This is an optimization exercise on Yosys and OpenROAD, whose aim is small area, a short achievable clock period and few clock cycles, not a production implementation. Only simulation tests tie the RTL to the original design; equivalence was not proved. No activity file was given, so power comes from the tool's default toggle rates.

## cfe_rx
module cfe_rx (
    input  wire       clk,
    input  wire       rst,
    input  wire       in_valid,
    input  wire [7:0] in_data,
    output wire       in_ready,
    output wire       out_valid,
    output wire [7:0] out_data,
    output wire       out_last,
    input  wire       clr_ovf,
    output reg        ovf,
    output wire       idle
);
    localparam [7:0] START = 8'h05;
    localparam [7:0] END   = 8'h04;
    localparam [1:0] S_EMPTY = 2'd0;   
    localparam [1:0] S_OPEN  = 2'd1;   
    localparam [1:0] S_END   = 2'd2;   
    localparam [1:0] E_SCAN  = 2'd0;   
    localparam [1:0] E_BODY  = 2'd1;   
    localparam [1:0] E_BCC   = 2'd2;   
    localparam integer FD = 18;        
    reg [7:0] r [0:127];
    reg [6:0] T;                       
    reg       oq;                      
    reg       lq;                      
    reg [6:0] dlt;                     
    reg [7:0] ib;                      
    reg       ib_proc;                 
    reg       ib_wr;                   
    reg [7:0] ib2;                     
    reg       ib2_wr;
    reg [7:0] nxt;                     
    reg [7:0] P;                       
    reg [1:0] st;
    reg [7:0] A;                       
    reg [7:0] acc0;                    
    reg       v1, v2;                  
    reg [7:0] a1, a2;
    reg       unt;                     
    reg [FD-1:0] fq;                   
    reg [4:0]    fcnt;                 
    reg          pop_d;                
    wire         fhead = pop_d ? fq[1] : fq[0];
    reg [7:0] O;                       
    reg [1:0] es;
    reg       ov, ol;
    reg       ir;                      
    reg       idl;
    assign in_ready  = ir;
    assign idle      = idl;
    assign out_valid = ov;
    assign out_last  = ol;
    assign out_data  = r[127];
    wire take = in_valid && ir;
    integer k;
    always @(posedge clk) begin
        r[0] <= ib2_wr ? ib2 : r[127];
        for (k = 1; k < 128; k = k + 1)
            r[k] <= r[k-1];
    end
    wire [7:0] x      = ib;
    wire       x_st   = x == START;
    wire       x_en   = x == END;
    wire [7:0] acc0x  = acc0 ^ x;
    wire [7:0] a1x    = a1 ^ x;
    wire [7:0] a2x    = a2 ^ x;
    reg [1:0] n_st;
    reg [7:0] n_A, n_acc0, n_a1, n_a2, n_P;
    reg       n_v1, n_v2, n_unt;
    reg       rep;                     
  ...
For scale: about 1900 cells after synthesis, ~1200 flip-flops, ~25 I/O pins, ~28000 um^2 of cells after synthesis.
==> flow/config.mk <==
export PLATFORM = sky130hd
export DESIGN_NAME = cfe_rx
export DESIGN_NICKNAME = cfe_rx
export VERILOG_FILES = /design/flow/design.v
export SDC_FILE = /design/flow/constraint.sdc
export NUM_CORES = 4
export LEC_CHECK = 0
export CAP_MARGIN = 20
export CORE_MARGIN = 2
export CORE_UTILIZATION = 50
export CTS_CLUSTER_DIAMETER = 70
export CTS_CLUSTER_SIZE = 30
export SETUP_SLACK_MARGIN = 5
export SLEW_MARGIN = 20
==> flow/constraint.sdc <==
create_clock -name core_clock -period 9.0 [get_ports {clk}]
set_input_delay 1.8000 -clock core_clock [delete_from_list [all_inputs] [get_ports {clk}]]
set_output_delay 1.8000 -clock core_clock [all_outputs]
set_load 0.01 [all_outputs]
standard.sh (not shown) runs the stock make flow with config.mk's settings and CLKGATE_MAP_FILE= SYNTH_SCRIPT=/design/flow/synth_recipe.tcl, a recipe that flattens the netlist after the stock synthesis.
==> flow/flow/run.sh <==
#!/bin/bash
# The standard layout (standard.sh), with port buffers of buf_4 cells and
# timing repair aiming for 6 ns of setup slack instead of 5. All output
# goes to standard.log here; ORFS's own per-step logs are under orfs/logs.
set -e
bash standard.sh SETUP_SLACK_MARGIN=6 \
    "BUFFER_PORTS_ARGS=-buffer_cell sky130_fd_sc_hd__buf_4" finish \
    > standard.log 2>&1
Testbench counts at the start, summed over its fixed seeds: cycles 49,783.
Next try:
--- a/flow/design.v
+++ b/flow/design.v
@@ -12,25 +12,24 @@
     output wire       idle
 );
     localparam [7:0] START = 8'h05;
     localparam [7:0] END   = 8'h04;
     localparam [1:0] S_EMPTY = 2'd0;   
     localparam [1:0] S_OPEN  = 2'd1;   
     localparam [1:0] S_END   = 2'd2;   
     localparam [1:0] E_SCAN  = 2'd0;   
     localparam [1:0] E_BODY  = 2'd1;   
     localparam [1:0] E_BCC   = 2'd2;   
-    localparam integer FD = 18;        
+    localparam integer FD = 15;        
     reg [7:0] r [0:127];
     reg [6:0] T;                       
     reg       oq;                      
-    reg       lq;                      
     reg [6:0] dlt;                     
     reg [7:0] ib;                      
     reg       ib_proc;                 
     reg       ib_wr;                   
     reg [7:0] ib2;                     
     reg       ib2_wr;
     reg [7:0] nxt;                     
     reg [7:0] P;                       
     reg [1:0] st;
     reg [7:0] A;                       
@@ -183,63 +182,59 @@
         for (j = 0; j < FD; j = j + 1)
             fq_n[j] = fq_p[j] | (wr1 &&
                       ((n1 && fdec[j]) || (n2 && j >= 1 && fdec[j-1]) ||
                        (n3 && j >= 2 && fdec[j-2])));
     end
     wire [4:0] fs1  = fs + 5'd1;
     wire [4:0] fs2  = fs + 5'd2;
     wire [4:0] fs3  = fs + 5'd3;
     wire [4:0] fc_n = ({5{n0}} & fs) | ({5{n1}} & fs1) |
                       ({5{n2}} & fs2) | ({5{n3}} & fs3);
+    wire fle3 = fcnt <= FD - 3;
+    wire fle4 = fcnt <= FD - 4;
+    wire fle5 = fcnt <= FD - 5;
     wire fle6 = fcnt <= FD - 6;
-    wire fle7 = fcnt <= FD - 7;
-    wire fle8 = fcnt <= FD - 8;
-    wire fle9 = fcnt <= FD - 9;
+    wire       mp_end = ib_proc && st == S_END;
+    wire       mp_ovf = ib_proc && st == S_OPEN && ovfc;
+    wire       f_ok   = mp_end ? (v2 ? fle6 : v1 ? fle5 : fle4) :
+                        mp_ovf ? fle4 : fle3;
     wire       rep_go = ib_proc && rep;
     wire [7:0] R      = P + {7'd0, ib_proc};
     wire       r_eq   = R == nxt;
-    wire       ld_nom = !r_eq && lq && fle6;
+    wire       ld_nom = !r_eq && (T + 7'd2 == R[6:0]) && f_ok;
     wire [7:0] nxt1   = nxt + 8'd1;
-    wire [6:0] T3     = T + 7'd3;
     wire       al2    = dlt == 7'd2;
     wire       al3    = dlt == 7'd3;
-    wire       n_lq   = rep_go ? T3 == rep_u[6:0] :
-                        (ld_nom && !take) || T3 == R[6:0];
-    wire       mp_end = ib_proc && st == S_END;
-    wire       mp_ovf = ib_proc && st == S_OPEN && ovfc;
-    wire       f_ok   = mp_end ? (v2 ? fle9 : v1 ? fle8 : fle7) :
-                        mp_ovf ? fle7 : fle6;
     wire       ir_ok  = !might_rep && f_ok;
     wire       ir_t   = al2 && r_eq && ir_ok;
     wire       ir_nt  = al3 && (r_eq || (ld_nom && R + 8'd1 == nxt)) && ir_ok;
     wire       pr_t   = !rep_go && r_eq;
     wire       pr_nt  = ld_nom && !rep_go;
     always @(posedge clk) begin
         ib2 <= ib;
         ib  <= ir ? in_data : r[125];    
         A <= n_A; acc0 <= n_acc0;
         a1 <= n_a1; a2 <= n_a2;
     end
     always @(posedge clk) begin
         if (rst) begin
-            T <= 7'd0; oq <= 1'b0; lq <= 1'b0; dlt <= 7'd2;
+            T <= 7'd0; oq <= 1'b0; dlt <= 7'd2;
             nxt <= 8'd2; P <= 8'd2; O <= 8'd2;
             st <= S_EMPTY; v1 <= 1'b0; v2 <= 1'b0; unt <= 1'b0;
             fq <= {FD{1'b0}}; fcnt <= 5'd0; pop_d <= 1'b0;
             es <= E_SCAN; ov <= 1'b0; ol <= 1'b0;
             ir <= 1'b1; idl <= 1'b1;
             ib_proc <= 1'b0; ib_wr <= 1'b0; ib2_wr <= 1'b0;
             ovf <= 1'b0;
         end else begin
             T <= T + 7'd1;
             oq <= em_go || (T + 7'd2 == O[6:0]);
-            lq <= n_lq;
             dlt <= take ? dlt : dlt - 7'd1;
             st <= n_st;
             v1 <= n_v1; v2 <= n_v2; unt <= n_unt;
             P <= n_P;
             fq <= fq_n; fcnt <= fc_n; pop_d <= pop;
             es <= n_es; ov <= n_ov; ol <= n_ol;
             O <= em_go ? O + 8'd1 : O;
             if (clr_ovf) ovf <= 1'b0;
             if (ib_proc && set_ovf) ovf <= 1'b1;
             ib2_wr  <= ib_wr;
Effect:
- The new run finished clean
- core utilization grows by 0.75 points
- total power grows slightly
- cell area shrinks slightly
- die area shrinks slightly
- sequential share of layout area hardly moves
- wire length shrinks by a few percent
- worst setup slack is worse by 0.22 ns
- clock power grows by a few percent
- maximum frequency shrinks by a few percent
Testbench counts after the change, summed over its fixed seeds: cycles 49,783.

==> re-timing with driven ports <==
The results above use ideal ports. As a check the final layouts listed here were re-extracted and re-timed, cells and wires unchanged. Step 1 sets driving cells, clkbuf_16 on the clock port and buf_2 on the other inputs (assumed; they add their load-dependent delay and slew). Step 2, shift: input delay + t, output delay - t, t = (earliest + latest rising clock arrival at the registers) / 2. This alone moves slack from input paths to output paths. a / b / c = ideal ports / drivers / drivers and shift; a / b = the first two.
run | t (ns) | slack for setup (ns) | latest minus earliest clock arrival (ns)
the first run | 0.670 | 6.073 / 6.016 / 5.490 | 0.039 / 0.040
the second run | 0.685 | 5.855 / 5.855 / 5.579 | 0.039 / 0.039
After both steps setup and hold are still met in every run listed. For the first run, which loses most, drivers alone change the setup slack by -0.057 ns; drivers and shift together by -0.583 ns.
